What follows belongs to an exercise in optimizing a design on an open flow for a short achievable clock period and few clock cycles; a production flow would make more cautious choices. The RTL was checked by simulation tests, not by an equivalence proof against the original design.

==> run A <==
Design bmc_core, start of the top module:
module bmc_core (
    input  wire        clk,
    input  wire        rst,
    input  wire        cmd_valid,
    input  wire [1:0]  cmd_op,
    input  wire [15:0] cfg_stride,
    input  wire [15:0] cfg_count,
    input  wire [32:0] cfg_paylen,
    output wire [13:0] status,
    output wire [32:0] payload_len,
    output wire [35:0] payload_bits,
    output wire [32:0] produced,
    output reg         rin_re,
    output reg  [31:0] rin_addr,
    input  wire [7:0]  rin_rdata,
    output reg         pres_re,
    output reg         pres_we,
    output reg  [15:0] pres_addr,
    output reg         pres_wdata,
    input  wire        pres_rdata,
    output reg         pay_re,
    output reg         pay_we,
    output reg  [32:0] pay_addr,
    output reg  [7:0]  pay_wdata,
    input  wire [7:0]  pay_rdata,
    output reg         rout_we,
    output reg  [31:0] rout_addr,
    output reg  [7:0]  rout_wdata
);
    localparam ST_IDLE = 2'd0, ST_BUSY = 2'd1, ST_DONE = 2'd2, ST_ERROR = 2'd3;
    reg [1:0]  state_q;
    reg        busy_q;
    reg        err_q;             
    reg        err9_q;            
    reg [1:0]  last_op_q;
  ...
Settings: LEC_CHECK=0, ABC_CLOCK_PERIOD_IN_PS=2500, CAP_MARGIN=20, CORE_MARGIN=2, CORE_UTILIZATION=65, PLACE_DENSITY=0.75, SLEW_MARGIN=20; clock period 10.0 ns.
standard.sh (not shown) runs the stock make flow with config.mk's settings and CLKGATE_MAP_FILE= SYNTH_SCRIPT=/design/flow/synth_recipe.tcl, a recipe that flattens the netlist after the stock synthesis.
==> flow/flow/run.sh <==
#!/bin/bash
# Standard ORFS layout, with timing repair aimed well below the clock period
# (repair margin on top of the design's SDC, which is left unchanged).
set -uo pipefail
bash standard.sh SETUP_SLACK_MARGIN=7.2 finish > standard_flow.log 2>&1
==> run H (differences from run A) <==
--- a/flow/design.v
+++ b/flow/design.v
@@ -558,17 +558,17 @@
                 m_n    <= m_n >> 2;
                 m_cnt  <= m_cnt - 4'd1;
                 m_busy <= ~m_fin_n;
                 m_fin  <= m_fin_n;
             end
             if (m_fin) begin
                 m_fin  <= 1'b0;
                 m_acc  <= rem_load;
-                rem_nz <= (rem_load != 32'd0);
+                rem_nz <= (m_acc != {28'd0, ec});
                 rem_ok <= 1'b1;
             end
             wgo <= ~m_fin_n & (m_fin | rem_ok | (eb_n != 4'd0));
             if (p_iss) begin
                 pr        <= pr + 16'd1;
                 pr_left   <= pr_left - 16'd1;
                 pr_more   <= (pr_left != 16'd1);
             end
==> run G (differences from run A) <==
--- a/flow/design.v
+++ b/flow/design.v
@@ -268,24 +268,20 @@
     wire       w_need  = ~w_v | (prod & w_last);
     wire       q_nemp  = (q_wp != q_rp);
     wire       w_load  = w_need & q_nemp;
     wire       in_rng  = ~rem_ok | rem_nz;
     wire [3:0] eb_n    = (prod & ~rem_ok) ? eb - 4'd1 : eb;
     wire       m_fin_n = m_busy & (m_cnt == 4'd1);
     wire [31:0] rem_load = m_acc - {28'd0, ec};
     wire d_finish = d_run & d_done & ~q_nemp & ~w_v & rem_ok;
-    wire s_is1q    = (s_q == 16'd1);
-    wire e_iss0    = start_enc & s_nz & n_nz;
-    wire p_iss0    = start_dec & s_nz & n_nz;
-    wire y_iss0    = p_iss0 & (|pl_q);
-    wire rin_re_n  = e_iss | e_iss0;
-    wire pres_re_n = (p_iss & ~d_finish) | p_iss0;
+    wire rin_re_n  = e_iss;
+    wire pres_re_n = p_iss & ~d_finish;
     wire pres_we_n = (pop & h_lir) | (e_run & s0mode & ~adone);
-    wire pay_re_n  = (y_iss & ~d_finish) | y_iss0;
+    wire pay_re_n  = y_iss & ~d_finish;
     wire pay_we_n  = e_run & (drn | (e_finish & (wl != 7'd0)));
     wire rout_we_n = d_run & prod & in_rng;
     reg [1:0]  state_s;
     reg        err_s, err9_s;
     reg [1:0]  last_op_s;
     reg [32:0] paylen_s;
     reg [35:0] wn_s;
     reg [32:0] total_s;
@@ -369,20 +365,20 @@
             if (start_enc) e_run <= 1'b1;
             if (e_finish)  e_run <= 1'b0;
             e_fin2 <= e_finish;
             if (start_dec) d_run <= 1'b1;
             if (d_finish)  d_run <= 1'b0;
         end
     end
     always @(posedge clk) begin
-        rin_addr   <= start_enc ? 32'd0 : ra;
-        pres_addr  <= start_dec ? 16'd0 : e_run ? pw : pr;
+        rin_addr   <= ra;
+        pres_addr  <= e_run ? pw : pr;
         pres_wdata <= npres & ~s0mode;
-        pay_addr   <= start_dec ? 33'd0 : e_run ? paw : par;
+        pay_addr   <= e_run ? paw : par;
         pay_wdata  <= acc[95:88];
         rout_addr  <= oi[31:0];
         rout_wdata <= w_data[31:24];
     end
     always @(posedge clk) begin
         acc  <= e_run ? acc_n  : 96'd0;
         wl   <= e_run ? wl_n   : 7'd0;
         drn  <= e_run & drn_n;
@@ -407,24 +403,22 @@
         a_lir <= rq_lir;
         if (q_space) begin        
             q_abs[q_wp[1:0]]  <= act_abs;
             q_lit[q_wp[1:0]]  <= t_lit | t_end;
             q_n[q_wp[1:0]]    <= (t_bg | t_fg) ? 3'd4 : t_lit ? tL : t_k;
             q_data[q_wp[1:0]] <= (act_abs | t_bg) ? 32'hFFFF_FFFF : t_fg ? 32'd0 : bb[77:46];
         end
         if (start_enc) begin
-            ra        <= 32'd1;
-            rq_lic    <= s_is1q;
-            rq_lir    <= s_is1q;
-            e_cl      <= s_is1q ? 16'd0 : (s_q - 16'd2);
-            e_cp      <= s_is1q ? 2'd0 : 2'd1;
-            e_rl      <= s_is1q ? (n_q - 16'd1) : n_q;
-            e_more    <= e_iss0 & (~s_is1q | (n_q != 16'd1));
-            e_occ     <= {3'b000, e_iss0};
+            ra        <= 32'd0;
+            e_cl      <= s_q - 16'd1;
+            e_cp      <= 2'd0;
+            e_rl      <= n_q;
+            e_more    <= s_nz & n_nz;
+            e_occ     <= 4'd0;
             f_wp      <= 4'd0;
             f_rp      <= 4'd0;
             cbuf      <= 24'd0;
             cpos      <= 2'd0;
             c00       <= 1'b1;
             cff       <= 1'b1;
             rpres     <= 1'b0;
             zc        <= 14'd0;
@@ -506,25 +500,25 @@
                 end else begin
                     sl_zl  <= 5'd0;
                     sl_nz0 <= 1'b1;
                 end
             end
             if (pay_we_n) paw <= paw + 33'd1;
         end
         if (start_dec) begin
-            pr        <= 16'd1;
-            pr_left   <= n_q - 16'd1;
-            pr_more   <= p_iss0 & (n_q != 16'd1);
-            p_occ     <= {2'b00, p_iss0};
+            pr        <= 16'd0;
+            pr_left   <= n_q;
+            pr_more   <= s_nz & n_nz;
+            p_occ     <= 3'd0;
             pf_wp     <= 3'd0;
             pf_rp     <= 3'd0;
-            par       <= 33'd1;
-            y_left    <= pl_q - 33'd1;
-            y_more    <= y_iss0 & (pl_q != 33'd1);
+            par       <= 33'd0;
+            y_left    <= pl_q;
+            y_more    <= s_nz & n_nz & (|pl_q);
             d_rows    <= n_q;
             rowq      <= 1'b0;
             d_eq1     <= (n_q == 16'd1);
             d_eq2     <= (n_q == 16'd2);
             d_done    <= ~(s_nz & n_nz);
             tokq      <= 1'b0;
             rsq       <= 1'b0;
             in_row    <= 1'b0;
==> comparison <==
- Critical path depth: run H is lower than run A (13).
- Against run G, the count of clock-buffer cells in the layout of run H is lower by 15.
- Between run A and run G, the lower worst setup slack is in run A (gap 41 ps).
- In run G the first-iteration DRC count is smaller than in run A, by about 3.2%.
Testbench counts of run A, summed over its fixed seeds: cycles 121,163.
Testbench counts of run H, summed over its fixed seeds: cycles 121,163.
Testbench counts of run G, summed over its fixed seeds: cycles 121,355.

==> port drivers added, routing unchanged <==
The flow's constraints put no driver on any port. The routed layouts listed below were extracted and timed again, unchanged, in two steps. Step 1, drivers: a clkbuf_16 drives clk and a buf_2 each remaining input, both assumed. Step 2 adds t to the input delays and takes it off the output delays; t is the mean of the earliest and latest rising clock arrival at the registers after step 1. Input paths then give back, and output paths get back, about the clock's delay inside the block. Slacks: no drivers / after step 1 / after step 2; pairs: no drivers / after step 1.
run	t (ns)	slack for setup (ns)	worst register clock-pin slew, ns
run A	0.853	6.688 / 6.659 / 6.429	0.07 / 0.07
run H	0.853	6.740 / 6.652 / 6.458	0.07 / 0.07
run G	0.848	6.729 / 6.659 / 6.374	0.07 / 0.07
After both steps every run listed still meets setup and hold. For run G, which loses most, drivers alone change the setup slack by -0.070 ns; drivers and shift together by -0.355 ns.
